Source: an optimization exercise on an open RTL-to-GDS flow (aim: small area, a short achievable clock period and few clock cycles). Production flows keep margins and buffers that such runs may drop.
The RTL was checked by simulation tests, not by an equivalence proof against the original design.
Power is estimated from default activity; no workload was simulated.

Setup of P:
## mbcore
module mbcore (
    input  wire        clk,
    input  wire        rst,           
    input  wire        req_valid,
    input  wire        req_write,
    input  wire        req_wide,      
    input  wire [23:0] req_addr,
    input  wire [31:0] req_wdata,
    output wire        rsp_valid,
    output wire [31:0] rsp_rdata,
    output wire        rsp_err
);
    localparam [2:0] ST_OK       = 3'd0;
    localparam [2:0] ST_MALFORM  = 3'd1;
    localparam [2:0] ST_ENC_OVF  = 3'd2;
    localparam [2:0] ST_SHORT    = 3'd3;
    localparam [2:0] ST_ILL_CMD  = 3'd4;
    localparam [2:0] ST_ILL_OPND = 3'd5;
    localparam [7:0] OP_WFB   = 8'h01;
    localparam [7:0] OP_BFW   = 8'h02;
    localparam [7:0] OP_PACK  = 8'h08;
    localparam [7:0] OP_UNPK  = 8'h09;
    localparam [7:0] OP_UNPKS = 8'h0A;
    localparam [7:0] OP_DEC   = 8'h10;
    localparam [7:0] OP_ENC   = 8'h11;
    localparam [7:0] OP_VAL   = 8'h18;
    localparam [7:0] OP_EXB   = 8'h19;
    localparam [31:0] ID_VALUE  = 32'h4D420001;
    localparam [31:0] CFG_VALUE = 32'h00000003;
    localparam [1:0] RG_REG = 2'd0;
    localparam [1:0] RG_IN  = 2'd1;
    localparam [1:0] RG_OUT = 2'd2;
    reg [31:0] cw, a, b, hin0, hin1, in_len;
    reg [2:0]  st;
    reg [31:0] r, hout0, hout1;
    reg [7:0]  out_len;            
    wire [31:0] in_w  [0:31];
    wire [31:0] out_w [0:31];
    reg        pv;                 
    reg [1:0]  p_rgn;
    reg [4:0]  p_idx;
    reg [31:0] d;
    reg        s_ok;               
    reg [1:0]  s_rgn;
  ...
For scale: ~8600 cells after synthesis, about 95 I/O pins, about 0.11 sq mm of cells after synthesis.
==> flow/config.mk <==
export PLATFORM = sky130hd
export DESIGN_NAME = mbcore
export DESIGN_NICKNAME = mbcore
export VERILOG_FILES = /design/flow/design.v
export SDC_FILE = /design/flow/constraint.sdc
export NUM_CORES = 8
export LEC_CHECK = 0
export CAP_MARGIN = 20
export CORE_MARGIN = 2
export CORE_UTILIZATION = 30
export SETUP_SLACK_MARGIN = 5.0
export SLEW_MARGIN = 20
==> flow/constraint.sdc <==
create_clock -name core_clock -period 10.0 [get_ports {clk}]
set_input_delay 2.0000 -clock core_clock [delete_from_list [all_inputs] [get_ports {clk}]]
set_output_delay 2.0000 -clock core_clock [all_outputs]
set_load 0.01 [all_outputs]
run.sh (not shown) runs the stock make flow with config.mk's settings and CLKGATE_MAP_FILE= SYNTH_SCRIPT=/design/flow/synth_recipe.tcl, a recipe that flattens the netlist after the stock synthesis.
P was carried through to the last stage, and its layout satisfied the timing, design-rule and antenna checks.
Testbench counts of P, summed over its fixed seeds: cycles 16,227.
--- input diff P..Q ---
- SETUP_SLACK_MARGIN removed (was 5.0)
Results
Lower fraction of power consumed by the clock network was reported by Q, not P. Area of all sequential standard cells: Q vs P — no meaningful difference. Comparing Q and P, the higher portion of the layout cell area used by non-clock buffers is on P. The run showing the smaller worst setup margin is Q. Q vs P — initial antenna violation count dropped by a little under 10%. Q vs. P: post-synthesis to final-layout area growth saw a decrease; transition time at the pin with the least slew margin shows an increase of 0.057 ns. Routed wire in Q totals less than in P. Q vs. P: maximum frequency went down by about 26%. Lower sequential fraction of total cell area goes to P over Q.


mbcore, a different RTL version from the one above (not shown whole).
Size in the first run: roughly 8,700 cells after synthesis, ~2,300 flip-flops, roughly 95 I/O pins, roughly 0.11 mm2 of cells after synthesis.
Settings: LEC_CHECK=0, CAP_MARGIN=20, CORE_MARGIN=2, CORE_UTILIZATION=40, CTS_BUF_LIST=sky130_fd_sc_hd__clkbuf_8, CTS_CLUSTER_DIAMETER=60, CTS_CLUSTER_SIZE=15, SETUP_SLACK_MARGIN=5.0, SLEW_MARGIN=20, TNS_END_PERCENT=10; clock period 10.0 ns.
standard.sh (not shown) runs the stock make flow with config.mk's settings and CLKGATE_MAP_FILE= SYNTH_SCRIPT=/design/flow/synth_recipe.tcl, a recipe that flattens the netlist after the stock synthesis.
==> flow/flow/run.sh <==
#!/bin/bash
# The standard layout (bash standard.sh), with two changes to how it is made:
# - the port buffers are buf_4 (the default pick, clkdlybuf4s50_1, is a slow delay cell);
# - timing repair does not clone gates (clones have left max-slew violations).
set -euo pipefail
export BUFFER_PORTS_ARGS="-buffer_cell sky130_fd_sc_hd__buf_4"
export SKIP_GATE_CLONING=1
bash standard.sh > standard_flow.log 2>&1
Testbench counts at the start, summed over its fixed seeds: cycles 16,227.
Change:
==> flow/run.sh (new file) <==
#!/bin/bash
# synth_recipe.tcl (not shown) runs the flow's synth.tcl, then flattens the netlist and writes it again
# the make line also repeats each setting of config.mk as NAME=value (left out here)
make -C /OpenROAD-flow-scripts/flow DESIGN_CONFIG=/design/flow/config.mk WORK_HOME=/design/flow/orfs CLKGATE_MAP_FILE= SYNTH_SCRIPT=/design/flow/synth_recipe.tcl finish
removed: flow/flow/run.sh
removed: flow/standard.sh
Outcome: Routed wire length increases by 0.65%. Power hardly moves. Combinational power barely changes. Global-route usage increases by 0.55 points. First-iteration DRC count increases by 6.9%. Sequential power is about the same. Critical path depth increases by 3. Sequential share of layout area stays flat. Cell count hardly moves.

-- what the ideal ports hide --
The flow's constraints put no driver on any port. The routed layouts listed below were extracted and timed again, unchanged, in two steps.
Step 1 (the two cells are an assumption about what drives the block):
set clk [get_ports {clk}]
set_driving_cell -lib_cell sky130_fd_sc_hd__clkbuf_16 $clk
set_driving_cell -lib_cell sky130_fd_sc_hd__buf_2 [delete_from_list [all_inputs] $clk]
Step 2 times the ports against the registers' clock, not the clock port: input delays grow and output delays shrink by t, the midpoint of the rising clock arrivals with the driver on.
a / b / c = ideal ports / drivers / drivers and shift; a / b = the first two.
| run | t (ns) | setup slack, ns | latest minus earliest clock arrival (ns) |
|---|---|---|---|
| P | 1.012 | 4.370 / 4.205 / 3.855 | 0.100 / 0.100 |
| Q | 1.004 | 2.367 / 2.341 / 1.988 | 0.096 / 0.097 |
| the first run of note 2 | 1.146 | 4.535 / 4.535 / 3.675 | 0.151 / 0.150 |
| the second run of note 2 | 1.227 | 4.331 / 4.331 / 3.789 | 0.132 / 0.132 |
After both steps setup and hold are still met in every run listed. The setup slack of the first run of note 2, which loses most, moves by 0.000 ns with the drivers and by -0.860 ns with both steps.
